This design comes from an exercise in tuning for small area and a short achievable clock period on the open sky130 flow, not from production work.
Function was checked by simulation only, so behaviour that the tests miss may differ from the original.
Power figures rest on the tool's default switching activity, not on a simulated workload.

**flow/run.sh**
```bash
#!/bin/bash
# synth_recipe.tcl (not shown) runs the flow's synth.tcl, then flattens the netlist and writes it again
# the make line also repeats each setting of config.mk as NAME=value (left out here)
make -C /OpenROAD-flow-scripts/flow DESIGN_CONFIG=/design/flow/config.mk WORK_HOME=/design/flow/orfs CLKGATE_MAP_FILE= SYNTH_SCRIPT=/design/flow/synth_recipe.tcl finish
```
**flow/config.mk**
```make
export PLATFORM = sky130hd
export DESIGN_NAME = wwvb_core
export DESIGN_NICKNAME = wwvb_core
export VERILOG_FILES = /design/flow/design.v
export SDC_FILE = /design/flow/constraint.sdc
export NUM_CORES = 4
export LEC_CHECK = 0
export CAP_MARGIN = 20
export CORE_MARGIN = 2
export CORE_UTILIZATION = 40
export SLEW_MARGIN = 20
```
**flow/constraint.sdc**
```tcl
create_clock -name core_clock -period 45.0 [get_ports {clk}]
set_input_delay 9.0000 -clock core_clock [delete_from_list [all_inputs] [get_ports {clk}]]
set_output_delay 9.0000 -clock core_clock [all_outputs]
set_load 0.01 [all_outputs]
```
**flow/design.v**
```verilog
module wwvb_decoder (
    input  wire [63:0] bitseq,
    input  wire [6:0]  bit_len,
    output wire        incomplete,    
    output wire        invalid,       
    output wire        malformed,     
    output wire [7:0]  raw_minute,
    output wire [7:0]  raw_hour,
    output wire [10:0] raw_doy,
    output wire [7:0]  raw_yy,
    output wire [1:0]  raw_dst,
    output wire        raw_leap
);
    wire [63:0] elem = bitseq;
    wire [3:0] min_t  = {elem[0],  elem[1],  elem[2],  elem[3]};
    wire [3:0] min_u  = {elem[5],  elem[6],  elem[7],  elem[8]};
    wire [3:0] hr_t   = {elem[10], elem[11], elem[12], elem[13]};
    wire [3:0] hr_u   = {elem[15], elem[16], elem[17], elem[18]};
    wire [3:0] doy_h  = {elem[20], elem[21], elem[22], elem[23]};
    wire [3:0] doy_t  = {elem[25], elem[26], elem[27], elem[28]};
    wire [3:0] doy_u  = {elem[30], elem[31], elem[32], elem[33]};
    wire [3:0] yr_t   = {elem[45], elem[46], elem[47], elem[48]};
    wire [3:0] yr_u   = {elem[50], elem[51], elem[52], elem[53]};
    assign raw_leap   = elem[56];
    assign raw_dst    = {elem[57], elem[58]};
    assign raw_minute = {min_t, 3'b0} + {min_t, 1'b0} + min_u;
    assign raw_hour   = {hr_t, 3'b0} + {hr_t, 1'b0} + hr_u;
    assign raw_doy    = {doy_h, 6'b0} + {doy_h, 5'b0} + {doy_h, 2'b0} +
                        {doy_t, 3'b0} + {doy_t, 1'b0} + doy_u;
    assign raw_yy     = {yr_t, 3'b0} + {yr_t, 1'b0} + yr_u;
    wire leap_year = (raw_yy[1:0] == 2'd0) && (raw_yy != 8'd100);
    assign incomplete = (bit_len < 7'd40);
    assign invalid    = (raw_minute > 8'd59) || (raw_hour > 8'd23) ||
                        (raw_doy == 11'd0) || (raw_doy > 11'd366);
    assign malformed  = (raw_doy == 11'd366) && !leap_year;
endmodule
module wwvb_calendar (
    input  wire [7:0]  yy,
    input  wire [8:0]  doy,
    output wire [15:0] year,
    output reg  [3:0]  month,
    output wire [4:0]  day,
    output wire [2:0]  wday
);
    assign year = 16'd2000 + {8'd0, yy};
    wire leap = (yy[1:0] == 2'd0) && (yy != 8'd100);
    wire [8:0] l = {8'd0, leap};
    reg  [8:0] prior;
    always @* begin
        if      (doy > 9'd334 + l) begin month = 4'd12; prior = 9'd334 + l; end
        else if (doy > 9'd304 + l) begin month = 4'd11; prior = 9'd304 + l; end
        else if (doy > 9'd273 + l) begin month = 4'd10; prior = 9'd273 + l; end
        else if (doy > 9'd243 + l) begin month = 4'd9;  prior = 9'd243 + l; end
        else if (doy > 9'd212 + l) begin month = 4'd8;  prior = 9'd212 + l; end
        else if (doy > 9'd181 + l) begin month = 4'd7;  prior = 9'd181 + l; end
        else if (doy > 9'd151 + l) begin month = 4'd6;  prior = 9'd151 + l; end
        else if (doy > 9'd120 + l) begin month = 4'd5;  prior = 9'd120 + l; end
        else if (doy > 9'd90  + l) begin month = 4'd4;  prior = 9'd90  + l; end
        else if (doy > 9'd59  + l) begin month = 4'd3;  prior = 9'd59  + l; end
        else if (doy > 9'd31)      begin month = 4'd2;  prior = 9'd31;      end
        else                       begin month = 4'd1;  prior = 9'd0;       end
    end
    wire [8:0] dd = doy - prior;
    assign day = dd[4:0];
    wire       past_2100 = (yy > 8'd100);
    wire [8:0] ylead = {1'b0, yy} + {3'b0, (yy + 8'd3) >> 2} - {8'd0, past_2100};
    wire [9:0] tot   = {1'b0, ylead} + {1'b0, doy} + 10'd4;
    wire [4:0] f1 = {3'b0, tot[9]} + tot[8:6] + tot[5:3] + tot[2:0];
    wire [3:0] f2 = {2'b0, f1[4:3]} + f1[2:0];
    wire [3:0] f3 = {3'b0, f2[3]} + f2[2:0];
    assign wday = (f3[2:0] == 3'd7) ? 3'd0 : f3[2:0];
endmodule
module wwvb_local_hour (
    input  wire [4:0]        utc_hour,
    input  wire signed [7:0] tz,
    input  wire [1:0]        dst,
    output wire [4:0]        hour
);
    wire [8:0] s  = {4'd0, utc_hour} + {tz[7], tz} + 9'd144 + {8'd0, dst == 2'd2};
    wire [5:0] q  = s[8:3];
    reg  [1:0] m3;
    always @* begin
        case (q)
            6'd0,  6'd3,  6'd6,  6'd9,  6'd12, 6'd15, 6'd18,
            6'd21, 6'd24, 6'd27, 6'd30, 6'd33, 6'd36: m3 = 2'd0;
            6'd1,  6'd4,  6'd7,  6'd10, 6'd13, 6'd16, 6'd19,
            6'd22, 6'd25, 6'd28, 6'd31, 6'd34:        m3 = 2'd1;
            default:                                  m3 = 2'd2;
        endcase
    end
    assign hour = {m3, s[2:0]};
endmodule
module wwvb_core #(
    parameter signed [7:0] TZ_INIT = -8'sd5
) (
    input  wire        clk,
    input  wire        rst,
    input  wire        edge_valid,
    input  wire        edge_dir,         
    input  wire [31:0] edge_ts,          
    input  wire        bus_valid,
    input  wire        bus_we,
    input  wire [3:0]  bus_addr,
    input  wire [31:0] bus_wdata,
    output wire        bus_ready,
    output reg         bus_rvalid,
    output reg  [31:0] bus_rdata,
    output reg         rtc_wr,
    output wire [15:0] rtc_year,
    output wire [3:0]  rtc_month,
    output wire [4:0]  rtc_day,
    output wire [2:0]  rtc_wday,
    output wire [4:0]  rtc_hour,
    output wire [5:0]  rtc_minute,
    output wire [5:0]  rtc_second,
    output wire [9:0]  rtc_subsec,
    output reg         evt_valid,
    output wire [2:0]  evt_code
);
    localparam [2:0] RES_NONE = 3'd0, RES_OK = 3'd1, RES_INCOMPLETE = 3'd2,
                     RES_INVALID = 3'd3, RES_MALFORMED = 3'd4;
    reg [31:0] last_edge_time;
    reg        have_edge;
    reg [63:0] bitseq;
    reg [6:0]  bit_len;
    reg [5:0]  sec_cnt;
    reg signed [7:0] tz;
    reg [7:0]  clk_yy;           
    reg [8:0]  clk_doy;          
    reg [5:0]  clk_minute;
    reg [1:0]  clk_dst;
    reg [4:0]  utc_hour;
    reg        synced;
    reg [2:0]  result;
    reg [7:0]  raw_minute_r;
    reg [7:0]  raw_hour_r;
    reg [10:0] raw_doy_r;
    reg [7:0]  raw_yy_r;
    reg [1:0]  raw_dst_r;
    reg        raw_leap_r;
    reg [7:0]  snap_yy;          
    reg [8:0]  snap_doy;
    reg [3:0]  rd_addr;
    assign bus_ready = !rst && !edge_valid;
    wire do_edge = !rst && edge_valid;
    wire do_fall = do_edge && !edge_dir;
    wire do_bus  = !rst && !edge_valid && bus_valid;
    wire do_rd   = do_bus && !bus_we;
    wire do_wr   = do_bus && bus_we;
    wire [31:0] duration = edge_ts - last_edge_time;
    wire is_bit0 = (duration >= 32'd750) && (duration <= 32'd850);
    wire is_bit1 = (duration >= 32'd450) && (duration <= 32'd550);
    wire is_mark = (duration >= 32'd150) && (duration <= 32'd250);
    wire classify   = do_fall && have_edge;
    wire append_bit = classify && (is_bit0 || is_bit1);
    wire marker     = classify && is_mark;
    wire frame_done = marker && (sec_cnt == 6'd59);
    wire        dec_incomplete, dec_invalid, dec_malformed;
    wire [7:0]  dec_raw_minute, dec_raw_hour, dec_raw_yy;
    wire [10:0] dec_raw_doy;
    wire [1:0]  dec_raw_dst;
    wire        dec_raw_leap;
    wwvb_decoder u_dec (
        .bitseq     (bitseq),
        .bit_len    (bit_len),
        .incomplete (dec_incomplete),
        .invalid    (dec_invalid),
        .malformed  (dec_malformed),
        .raw_minute (dec_raw_minute),
        .raw_hour   (dec_raw_hour),
        .raw_doy    (dec_raw_doy),
        .raw_yy     (dec_raw_yy),
        .raw_dst    (dec_raw_dst),
        .raw_leap   (dec_raw_leap)
    );
    reg [2:0] dec_result;
    always @* begin
        if (dec_incomplete)      dec_result = RES_INCOMPLETE;
        else if (dec_invalid)    dec_result = RES_INVALID;
        else if (dec_malformed)  dec_result = RES_MALFORMED;
        else                     dec_result = RES_OK;
    end
    wire decode_ok = frame_done && (dec_result == RES_OK);
    wire wr_tz = do_wr && (bus_addr == 4'h2);
    wire        rd_snap = bus_rvalid && (rd_addr == 4'h1);
    wire [15:0] cal_year;
    wire [3:0]  cal_month;
    wire [4:0]  cal_day;
    wire [2:0]  cal_wday;
    wwvb_calendar u_cal (
        .yy    (rd_snap ? snap_yy  : clk_yy),
        .doy   (rd_snap ? snap_doy : clk_doy),
        .year  (cal_year),
        .month (cal_month),
        .day   (cal_day),
        .wday  (cal_wday)
    );
    wire [4:0] local_hour;
    wwvb_local_hour u_lh (
        .utc_hour (utc_hour),
        .tz       (tz),
        .dst      (clk_dst),
        .hour     (local_hour)
    );
    wire [4:0] clk_hour = synced ? local_hour : 5'd0;
    always @* begin
        case (rd_addr)
            4'h0: bus_rdata = {synced, 5'b0, clk_dst, 3'b0, utc_hour, 3'b0, clk_hour, 2'b0, clk_minute};
            4'h1: bus_rdata = {4'b0, cal_wday, cal_day, cal_month, cal_year};
            4'h2: bus_rdata = {{24{tz[7]}}, tz};
            4'h3: bus_rdata = {7'b0, have_edge, 5'b0, result, 1'b0, bit_len, 2'b0, sec_cnt};
            4'h4: bus_rdata = {3'b0, raw_leap_r, 2'b0, raw_dst_r, raw_yy_r, raw_hour_r, raw_minute_r};
            4'h5: bus_rdata = {21'b0, raw_doy_r};
            4'h6: bus_rdata = bitseq[31:0];
            4'h7: bus_rdata = bitseq[63:32];
            4'h8: bus_rdata = 32'hFFFF_FFFB;    
            4'h9: bus_rdata = 32'hFFFF_FFFA;    
            4'hA: bus_rdata = 32'hFFFF_FFF9;    
            4'hB: bus_rdata = 32'hFFFF_FFF8;    
            4'hC: bus_rdata = 32'hFFFF_FFF7;    
            4'hD: bus_rdata = 32'hFFFF_FFF6;    
            4'hE: bus_rdata = last_edge_time;
            default: bus_rdata = 32'h0;
        endcase
    end
    always @(posedge clk)
        rd_addr <= bus_addr;
    always @(posedge clk) begin
        if (rst) begin
            last_edge_time <= 32'd0;
            have_edge      <= 1'b0;
            bitseq         <= 64'd0;
            bit_len        <= 7'd0;
            sec_cnt        <= 6'd0;
            tz             <= TZ_INIT;
            clk_yy         <= 8'd0;
            clk_doy        <= 9'd1;
            clk_minute     <= 6'd0;
            clk_dst        <= 2'd0;
            utc_hour       <= 5'd0;
            synced         <= 1'b0;
            result         <= RES_NONE;
            raw_minute_r   <= 8'd0;
            raw_hour_r     <= 8'd0;
            raw_doy_r      <= 11'd0;
            raw_yy_r       <= 8'd0;
            raw_dst_r      <= 2'd0;
            raw_leap_r     <= 1'b0;
            snap_yy        <= 8'd0;
            snap_doy       <= 9'd1;
            bus_rvalid     <= 1'b0;
            rtc_wr         <= 1'b0;
            evt_valid      <= 1'b0;
        end else begin
            bus_rvalid <= do_rd;
            rtc_wr     <= decode_ok || (wr_tz && synced);
            evt_valid  <= frame_done;
            if (do_rd && bus_addr == 4'h0) begin
                snap_yy  <= clk_yy;
                snap_doy <= clk_doy;
            end
            if (do_edge) begin
                last_edge_time <= edge_ts;
                have_edge      <= 1'b1;
            end
            if (append_bit) begin
                if (!bit_len[6] && is_bit1)
                    bitseq[bit_len[5:0]] <= 1'b1;
                if (bit_len != 7'd127)
                    bit_len <= bit_len + 7'd1;
            end
            if (marker)
                sec_cnt <= sec_cnt + 6'd1;
            if (frame_done) begin
                bitseq  <= 64'd0;
                bit_len <= 7'd0;
                sec_cnt <= 6'd0;
                result  <= dec_result;
                if (!dec_incomplete) begin
                    raw_minute_r <= dec_raw_minute;
                    raw_hour_r   <= dec_raw_hour;
                    raw_doy_r    <= dec_raw_doy;
                    raw_yy_r     <= dec_raw_yy;
                    raw_dst_r    <= dec_raw_dst;
                    raw_leap_r   <= dec_raw_leap;
                end
                if (decode_ok) begin
                    clk_yy     <= dec_raw_yy;
                    clk_doy    <= dec_raw_doy[8:0];
                    clk_minute <= dec_raw_minute[5:0];
                    clk_dst    <= dec_raw_dst;
                    utc_hour   <= dec_raw_hour[4:0];
                    synced     <= 1'b1;
                end
            end
            if (wr_tz)
                tz <= bus_wdata[7:0];
        end
    end
    assign rtc_year   = cal_year;
    assign rtc_month  = cal_month;
    assign rtc_day    = cal_day;
    assign rtc_wday   = cal_wday;
    assign rtc_hour   = clk_hour;
    assign rtc_minute = clk_minute;
    assign rtc_second = 6'd0;
    assign rtc_subsec = 10'd0;
    assign evt_code   = result;
endmodule
```
==> results.yml <==
cts:
  h-tree-depth: 1
  clkLatencyLatePin_ps: 540
  hold_buffers: 0
  cts_buffers: 25
  ctsResizeCount: 0
  cts_tree: "done"
  cts_setup_buffers: 0
  clk_pin_slew_ps: 60
  cts_root_buffer: "clkbuf_16"
  clock_path_buffers: 3
  cts.sinks: 214
global_routing:
  grt_util_all_layers: 0.271
  grt_max_degree: 78
  met1_usage: 0.382
  antenna_found_initial: 0
  gr-max-usage-layer: "met2"
  grt_use_met2: 0.424
  grt_pass1_wl_mm: 86.5
  grt_pass1_vias: 14300
  use_met3: 0.0518
  overflow: 0
synthesis:
  yosys-top-cells-area: "dfxtp_1 27%, ha_1 11%, mux2i_1 8.4%"
  synth_edf_count: 0
  synth_top_area_frac: 0.271
  synth_ff_type: "dfxtp_1"
  synth_warnings: 3
  ys_seq_area_frac: 0.271
  synthDistinctLibCells: 75
  synth_area_um2: 15800
  syn_avg_cell_area_um2: 8.15
  ys_ff_latch: 214
  synth_area_leader_cell: "dfxtp_1"
  syn_inst: 1941
  async_flop_share: 0
setup_path:
  max_stage_delay_ps: 920
  endpoint_kind: "primary output"
  worstPathRequired_ps: 36000
  worstPathArrival_ps: 11620
  start_kind: "flop"
  crit_top_cell: "ha_1"
  worstPathMaxFanout: 23
  crit_type: "reg2out"
  cp_slowest_cell: "dfxtp_1"
drt:
  ant_nets: 0
  drt_pre_antenna_iters: 6
  drc: 0
  drt-total-wl_mm: 56.6
  routedWlPerCell_um: 22.2
  drt_iter0_drc: 1351
  vias_per_cell: 5.95
  vias: 15200
pwr:
  p_leak_uw: 0.00819
  vdd.ir_drop.worst_v: 0.0000271
  p_comb_frac: 0.159
  p_int_uw: 337
  power.switching_uw: 134
  finalPower_uw: 472
  powerDensity_nw_per_um2: 25.8
  clock_power_share: 0.425
  netSwitchingFraction: 0.285
  p_seq_frac: 0.416
timing:
  hold_violations: 0
  hold-worst-slack_ps: 453
  skew_ps: 10.7
  drv_slew: 0
  max_freq_mhz: 48.5
  slew_headroom: 0.299
  period_share: 0.458
  setup_viol: 0
  rsz0062_at_grt: "false"
  fin_crit_ps: 20620
  worstMarginPinSlew_ps: 1020
  fin_setup_tns_ps: 0
final_layout:
  instances_no_fill: 2549
  final_common_cell: "nor2_1"
  syn_to_final_growth_pct: 15.7
  seq_area_um2: 4280
  fin_nets: 2251
  fillCellCount: 3840
  multiInputGateArea_um2: 10600
  drive_gt1_frac: 0.0502
  fin_area_um2: 18300
  final_cell_mix: "239 x nor2_1, 214 x dfxtp_1, 138 x ha_1, 132 x nand2_1, 132 x mux2i_1"
floorplanning:
  io_pins: 168
  die_height_um: 203
  start_util: 0.407
  rows: 72
  dieWidth_um: 203
  die_area_um2: 41200
  coreArea_um2: 38800
place:
  gp_congestion: 0.945
  port_buffers: 123
  hpwlAfterDp_mm: 43.5
  dp_cells: 2506
  postPlaceCellArea_um2: 17500
run_status:
  outcome: "timing/DRC/antenna clean"
job:
  cap_violations: 0
min_path:
  hold_path_class: "reg2reg"
[power groups by stage]
stage                     registers (uW)  clock network [uW]  logic, uW
final                                196                 200       75.1
after global routing                 196                 211       81.5
after CTS                            196                 203       74.1
after detailed placement             200                   0       73.5
after global placement               200                   0       73.3
after floorplan                      197                   0       49.1
[sequential cells by signal (all words and copies together) (netlist names), 2 cells and up]
signal	count
snap_doy	9
raw_doy_r	11
clk_yy	8
bit_len	7
raw_dst_r	2
snap_yy	8
raw_hour_r	8
bitseq	64
rd_addr	4
tz	8
last_edge_time	32
clk_dst	2
clk_minute	6
raw_yy_r	8
result	3
clk_doy	9
utc_hour	5
sec_cnt	6
raw_minute_r	8
[metal layers]
layer | vias up | wire length [um]
met5 | - | 0
li1 | 7185 | -
met3 | 72 | 4650
met2 | 615 | 24800
met4 | 0 | 1580
met1 | 7301 | 25600
[layout make-up]
cell class | instances | share of cell area
well taps | 518 | 0.0354
inverters | 132 | 0.0271
clock buffers | 32 | 0.0389
repair buffers | 149 | 0.0776
clock inverters | 10 | 0.00492
diodes | 1 | 0.000137
multi-input cells | 1493 | 0.582
flip-flops and latches | 214 | 0.234
[synth_stat cells, types with 8 or more instances]
cell	instances
a211oi_1	13
a21boi_0	9
a21o_1	33
a21oi_1	129
a221oi_1	25
a222oi_1	14
a22oi_1	33
a31oi_1	34
a41oi_1	52
and2_1	24
and3_1	16
buf_1	14
buf_2	8
buf_4	21
clkbuf_1	78
dfxtp_1	214
fa_1	24
ha_1	138
inv_1	130
mux2i_1	132
nand2_1	133
nand3_1	40
nand4_1	23
nor2_1	241
nor2b_1	11
nor3_1	26
o211ai_1	15
o21a_1	9
o21ai_0	70
o21bai_1	13
or3_1	15
or4_1	13
xnor2_1	57
xor2_1	22
[path summary, 6_finish.rpt]
kind	startpoint	endpoint	slack, ps	cells after the start
max	rd_addr[1]$_DFF_P_	bus_rdata[27]	24380	43
min reg2reg	snap_doy[2]$_SDFFE_PP0P_	snap_doy[2]$_SDFFE_PP0P_	450	2
max reg2reg	bitseq[22]$_SDFFE_PP0P_	utc_hour[2]$_SDFFE_PP0P_	39700	15
min	snap_doy[2]$_SDFFE_PP0P_	snap_doy[2]$_SDFFE_PP0P_	450	2
[logic make-up after synthesis]
| kind of cell | synth area share |
|---|---|
| buffers and inverters | 0.0656 |
| and+or+nand+nor | 0.174 |
| DFF | 0.271 |
| other | 0.000237 |
| AOI/OAI and AO/OA | 0.220 |
| muxes | 0.0857 |
| xor gates and xnor gates | 0.0437 |
| adders and majority gates | 0.140 |
[worst max-delay path: cells and delay by family (launching register included)]
kind                       cells  cell delay [ps]
DFF                            1              920
xor gates and xnor gates       5              780
muxes                          1              890
buffers and inverters          6             1100
AOI/OAI and AO/OA             10             2420
adders and majority gates     14             4120
and+or+nand+nor                7              860
[metrics by stage]
stage	worst slack (ps)	utilization
floorplan	26590	-
global placement	25120	0.450
detailed placement	24990	0.450
CTS	24410	0.471
global route	23790	0.471
finish	24380	0.471

[port drivers added, routing unchanged]
No port has a modelled driver above. Below, the same layout with a new extraction and two added sets of constraints. Step 1, drivers: a clkbuf_16 drives clk and a buf_2 each remaining input, both assumed. Step 2, shift: input delay + t, output delay - t, t = (earliest + latest rising clock arrival at the registers) / 2. This alone moves slack from input paths to output paths. Slacks: ideal ports / drivers / drivers and shift; pairs: ideal ports / drivers.
t (ns): 0.582
setup slack, ns: 24.382 / 24.332 / 24.914
cell pins on the clock port's net: 1
After both steps this run still meets setup and hold. The setup slack of this run moves by -0.050 ns with the drivers and by +0.532 ns with both steps.
